This design comes from an exercise in tuning for small area, a short achievable clock period and few clock cycles per item on the open sky130 flow, not from production work.
Where RTL was checked, it was by simulation tests only, not by an equivalence proof against the original.

Setup of v45:
// cbc_aes_dec
module cbc_aes_dec (
    input  wire         clk,
    input  wire         rst,         
    input  wire         key_load,    
    input  wire [127:0] key_in,
    input  wire         iv_load,     
    input  wire [127:0] iv_in,
    input  wire         blk_valid,   
    input  wire [127:0] blk_in,
    output reg          ready,
    output reg          out_valid,   
    output reg  [127:0] out_data
);
export LEC_CHECK = 0
export CAP_MARGIN = 20
export CORE_MARGIN = 2
export CORE_UTILIZATION = 60
export CTS_CLUSTER_DIAMETER = 80
export CTS_CLUSTER_SIZE = 24
export PLACE_DENSITY = 0.7
export SLEW_MARGIN = 20
export SYNTH_HIERARCHICAL = 1
create_clock -name core_clock -period 10.0 [get_ports {clk}]
standard.sh (not shown) runs the stock make flow with config.mk's settings and CLKGATE_MAP_FILE= SYNTH_SCRIPT=/design/flow/synth_recipe.tcl, a recipe that flattens the netlist after the stock synthesis.
==> flow/flow/run.sh <==
#!/bin/bash
# The standard layout (the standard.sh, unchanged synthesis), with
#  - the port buffers made with the smallest buffer cell (every port still gets one).
export SETUP_SLACK_MARGIN=6.9
export BUFFER_PORTS_ARGS="-buffer_cell sky130_fd_sc_hd__buf_1"
bash standard.sh > standard.log 2>&1
Testbench counts of v45, summed over its fixed seeds: cycles 25,142, blocks 2,457.
Relative to v45, the following input files were edited for v16:
- PLACE_DENSITY removed (was 0.7)
diff --git a/flow/flow/run.sh b/flow/flow/run.sh
--- a/flow/flow/run.sh
+++ b/flow/flow/run.sh
@@ -3,3 +3,3 @@
 #  - the port buffers made with the smallest buffer cell (every port still gets one).
-export SETUP_SLACK_MARGIN=6.9
+export SETUP_SLACK_MARGIN=6.8
 export BUFFER_PORTS_ARGS="-buffer_cell sky130_fd_sc_hd__buf_1"
==> comparison <==
As of v16, routed wire length had fallen by a few percent compared to v45. v16 reports its path type of the worst setup path as flip-flop to flip-flop while v45 reports flip-flop to primary output. Summary — wire length of the first global-routing pass, v16 relative to v45: lower, by 1.3%. From v45 to v16 the numbers moved as follows: pin count of the biggest net entering global routing +1; worst setup margin -0.076 ns; setup slack after placement -0.31 ns.
The inputs of v31 differ from those of v16 as listed below.
- PLACE_DENSITY: unset -> 0.7
- Sequential cell count: v16 vs v31 identical
- v31 ends up with a worst path setup slack after routing that is 0.017 ns higher than in v16.
- v31: PASS, flow complete, no timing, DRC or antenna violations
- Measured against each other, v31 and v16 differ in met3 track utilization from global routing, the higher figure coming from v16.
- Re detailed router's first-iteration violation count: v31 is 234 up on v16.
- Worst hold slack after final layout (lower): v31
## Diff of input files: v56 against v31
- CTS_CLUSTER_SIZE: 24 -> 28
- CTS_CLUSTER_DIAMETER: 80 -> 75
==> comparison <==
v56 ran to completion and came out clean on the timing, DRC and antenna checks.
Compared with v31, v56 shows a fraction of area in non-clock buffers that is 0.35 points higher.
Final worst-path cycle share: v56 vs v31 up 0.83 points
dk[95] as the capturing instance or port of the critical path was reported by v31, and dk[96] by v56.

Another version of the RTL of cbc_aes_dec (not shown whole).
Size in the first run: roughly 8,600 cells after synthesis, ~520 I/O pins, about 79,000 um^2 of cells after synthesis.
==> flow/design.v (excerpt) <==
module cbc_aes_dec (
    input  wire         clk,
    input  wire         rst,         
    input  wire         key_load,    
    input  wire [127:0] key_in,
    input  wire         iv_load,     
    input  wire [127:0] iv_in,
    input  wire         blk_valid,   
    input  wire [127:0] blk_in,
    output reg          ready,
    output reg          out_valid,   
    output reg  [127:0] out_data
);
    localparam [1:0] S_RUN   = 2'd0,   
                     S_KCHK  = 2'd1,   
                     S_DRAIN = 2'd2,   
                     S_EXP   = 2'd3;   
    reg [1:0]   fsm;
    reg         kvalid;   
    reg         match;    
    reg [127:0] dk;       
    reg [31:0]  dkt;      
    reg [3:0]   estep;    
    reg [1:0]   ephase;   
    reg [127:0] civ;      
    reg         ent;      
    reg         a0;       
    reg [3:0]   r0;
    reg [127:0] st0;      
    reg [127:0] k0;       
    reg         kok0;
    reg [31:0]  u0;       
    reg [127:0] iv0;      
    reg         a1;
    reg [3:0]   r1;
    reg [127:0] st1;
    reg [127:0] k1;       
    reg         kok1;
    reg [31:0]  t1;       
    reg [127:0] iv1;
    wire take     = ready && !rst;
    wire take_key = take && key_load;
    wire take_iv  = take && !key_load && iv_load;
    wire take_blk = take && !key_load && !iv_load && blk_valid;
    wire [127:0] isr;
    wire [127:0] isb;
    genvar r, c;
    generate
        for (c = 0; c < 4; c = c + 1) begin : g_col
            for (r = 0; r < 4; r = r + 1) begin : g_row
                assign isr[127 - 8*(r + 4*c) -: 8] = st0[127 - 8*(r + 4*((c + 4 - r) % 4)) -: 8];
                aes_inv_sbox u_sbox (
                    .t(isr[127 - 8*(r + 4*c) -: 8]),
                    .y(isb[127 - 8*(r + 4*c) -: 8])
                );
            end
        end
    endgenerate
    wire [31:0] sw_out;
    aes_sbox u_ks_sbox0 (.t(u0[23:16]), .y(sw_out[31:24]));
    aes_sbox u_ks_sbox1 (.t(u0[15:8]),  .y(sw_out[23:16]));
    aes_sbox u_ks_sbox2 (.t(u0[7:0]),   .y(sw_out[15:8]));
    aes_sbox u_ks_sbox3 (.t(u0[31:24]), .y(sw_out[7:0]));
  ...
Settings: LEC_CHECK=0, CAP_MARGIN=20, CORE_MARGIN=2, CORE_UTILIZATION=60, CTS_CLUSTER_DIAMETER=80, CTS_CLUSTER_SIZE=24, SLEW_MARGIN=20, SYNTH_HIERARCHICAL=1; clock period 10.0 ns.
==> flow/flow/run.sh <==
#!/bin/bash
# The standard layout (the standard.sh, unchanged synthesis), with
#  - the port buffers made with the smallest buffer cell (every port still gets one).
export SETUP_SLACK_MARGIN=6.4
export BUFFER_PORTS_ARGS="-buffer_cell sky130_fd_sc_hd__buf_1"
bash standard.sh > standard.log 2>&1
The starting point completed without violations.
Edit:
--- a/flow/flow/run.sh
+++ b/flow/flow/run.sh
@@ -4 +4 @@
-export SETUP_SLACK_MARGIN=6.4
+export SETUP_SLACK_MARGIN=6.6
Core utilization came out higher by 0.73 points.
Non-clock buffer count came out higher by 23.
Synthesized cell count does not change.
Worst setup slack gains 0.23 ns.
Cell area came out higher slightly.
Die area is unchanged.
Via count came out higher slightly.
Edit:
Settings changed: CORE_UTILIZATION 60 to 50, CTS_CLUSTER_DIAMETER 80 to unset, CTS_CLUSTER_SIZE 24 to unset.
=> Critical path depth does not change. Wire length rises by 0.61%.
Edit:
--- a/flow/flow/run.sh
+++ b/flow/flow/run.sh
@@ -4 +4 @@
-export SETUP_SLACK_MARGIN=6.6
+export SETUP_SLACK_MARGIN=7.0
Settings changed: CORE_UTILIZATION 50 to 60, CTS_CLUSTER_DIAMETER set to 80, CTS_CLUSTER_SIZE set to 24.
Outcome: Non-clock buffer count rises by 239. Cell count falls by about 1.6%. Die area falls by about 17%. First-iteration DRC count rises by about 27%. Setup slack improves by 0.19 ns. Global-route usage rises by 7.8 points. Critical path depth falls by 7.
Edit:
--- a/flow/flow/run.sh
+++ b/flow/flow/run.sh
@@ -4 +4 @@
-export SETUP_SLACK_MARGIN=7.0
+export SETUP_SLACK_MARGIN=6.6
Settings changed: CORE_UTILIZATION 60 to 50.
Outcome: The changed run completed with no timing, DRC or antenna violations; final cell count rose slightly; sequential share of layout area rose by 1.3 points; utilization fell by 15 points.
Edit:
--- a/flow/flow/run.sh
+++ b/flow/flow/run.sh
@@ -4 +4 @@
-export SETUP_SLACK_MARGIN=6.6
+export SETUP_SLACK_MARGIN=6.8
Settings changed: CORE_UTILIZATION 50 to 60.
=>
- The new run completed without violations
- final area is higher by about 0.6%
- clock skew drops by 0.012 ns
- synthesized cell count is unchanged
- setup slack is better by 0.12 ns
- global-route usage rose by 6.2 points
No run of this note included a check of the RTL's function; only the layout flow was run.

[separate check: timing with driven ports]
No port has a modelled driver above. Below, the same layouts with a new extraction and two added sets of constraints.
Step 1: set_driving_cell puts a clkbuf_16 on clk and a buf_2 on each other input, an assumption about the parent block.
Step 2 times the ports against the registers' clock, not the clock port: input delays grow and output delays shrink by t, the midpoint of the rising clock arrivals with the driver on.
Three values: ideal ports, drivers, drivers and shift; two values: the first two.
run | t (ns) | slack for setup (ns) | worst setup path after step 2 | slew at the worst register clock pin (ns) | pins driven straight from the clock port
v45 | 0.804 | 6.792 / 6.709 / 6.027 | input to register | 0.11 / 0.11 | 1
v16 | 0.791 | 6.715 / 6.704 / 6.056 | input to register | 0.11 / 0.11 | 1
v31 | 0.820 | 6.732 / 6.685 / 5.873 | input to register | 0.10 / 0.10 | 1
v56 | 0.834 | 6.649 / 6.618 / 5.785 | input to register | 0.11 / 0.11 | 1
the first run of note 2 | 0.823 | 6.315 / 6.315 / 5.623 | input to register | 0.10 / 0.10 | 1
the second run of note 2 | 0.825 | 6.543 / 6.543 / 5.847 | input to register | 0.10 / 0.10 | 1
the third run of note 2 | 0.874 | 6.562 / 6.559 / 5.786 | input to register | 0.07 / 0.07 | 1
the fourth run of note 2 | 0.821 | 6.750 / 6.660 / 5.866 | input to register | 0.10 / 0.10 | 1
the fifth run of note 2 | 0.825 | 6.555 / 6.581 / 5.788 | input to register | 0.10 / 0.10 | 1
the sixth run of note 2 | 0.804 | 6.680 / 6.680 / 5.961 | input to register | 0.10 / 0.10 | 1
After both steps every run listed still meets setup and hold. For the fourth run of note 2, which loses most, drivers alone change the setup slack by -0.090 ns; drivers and shift together by -0.884 ns.
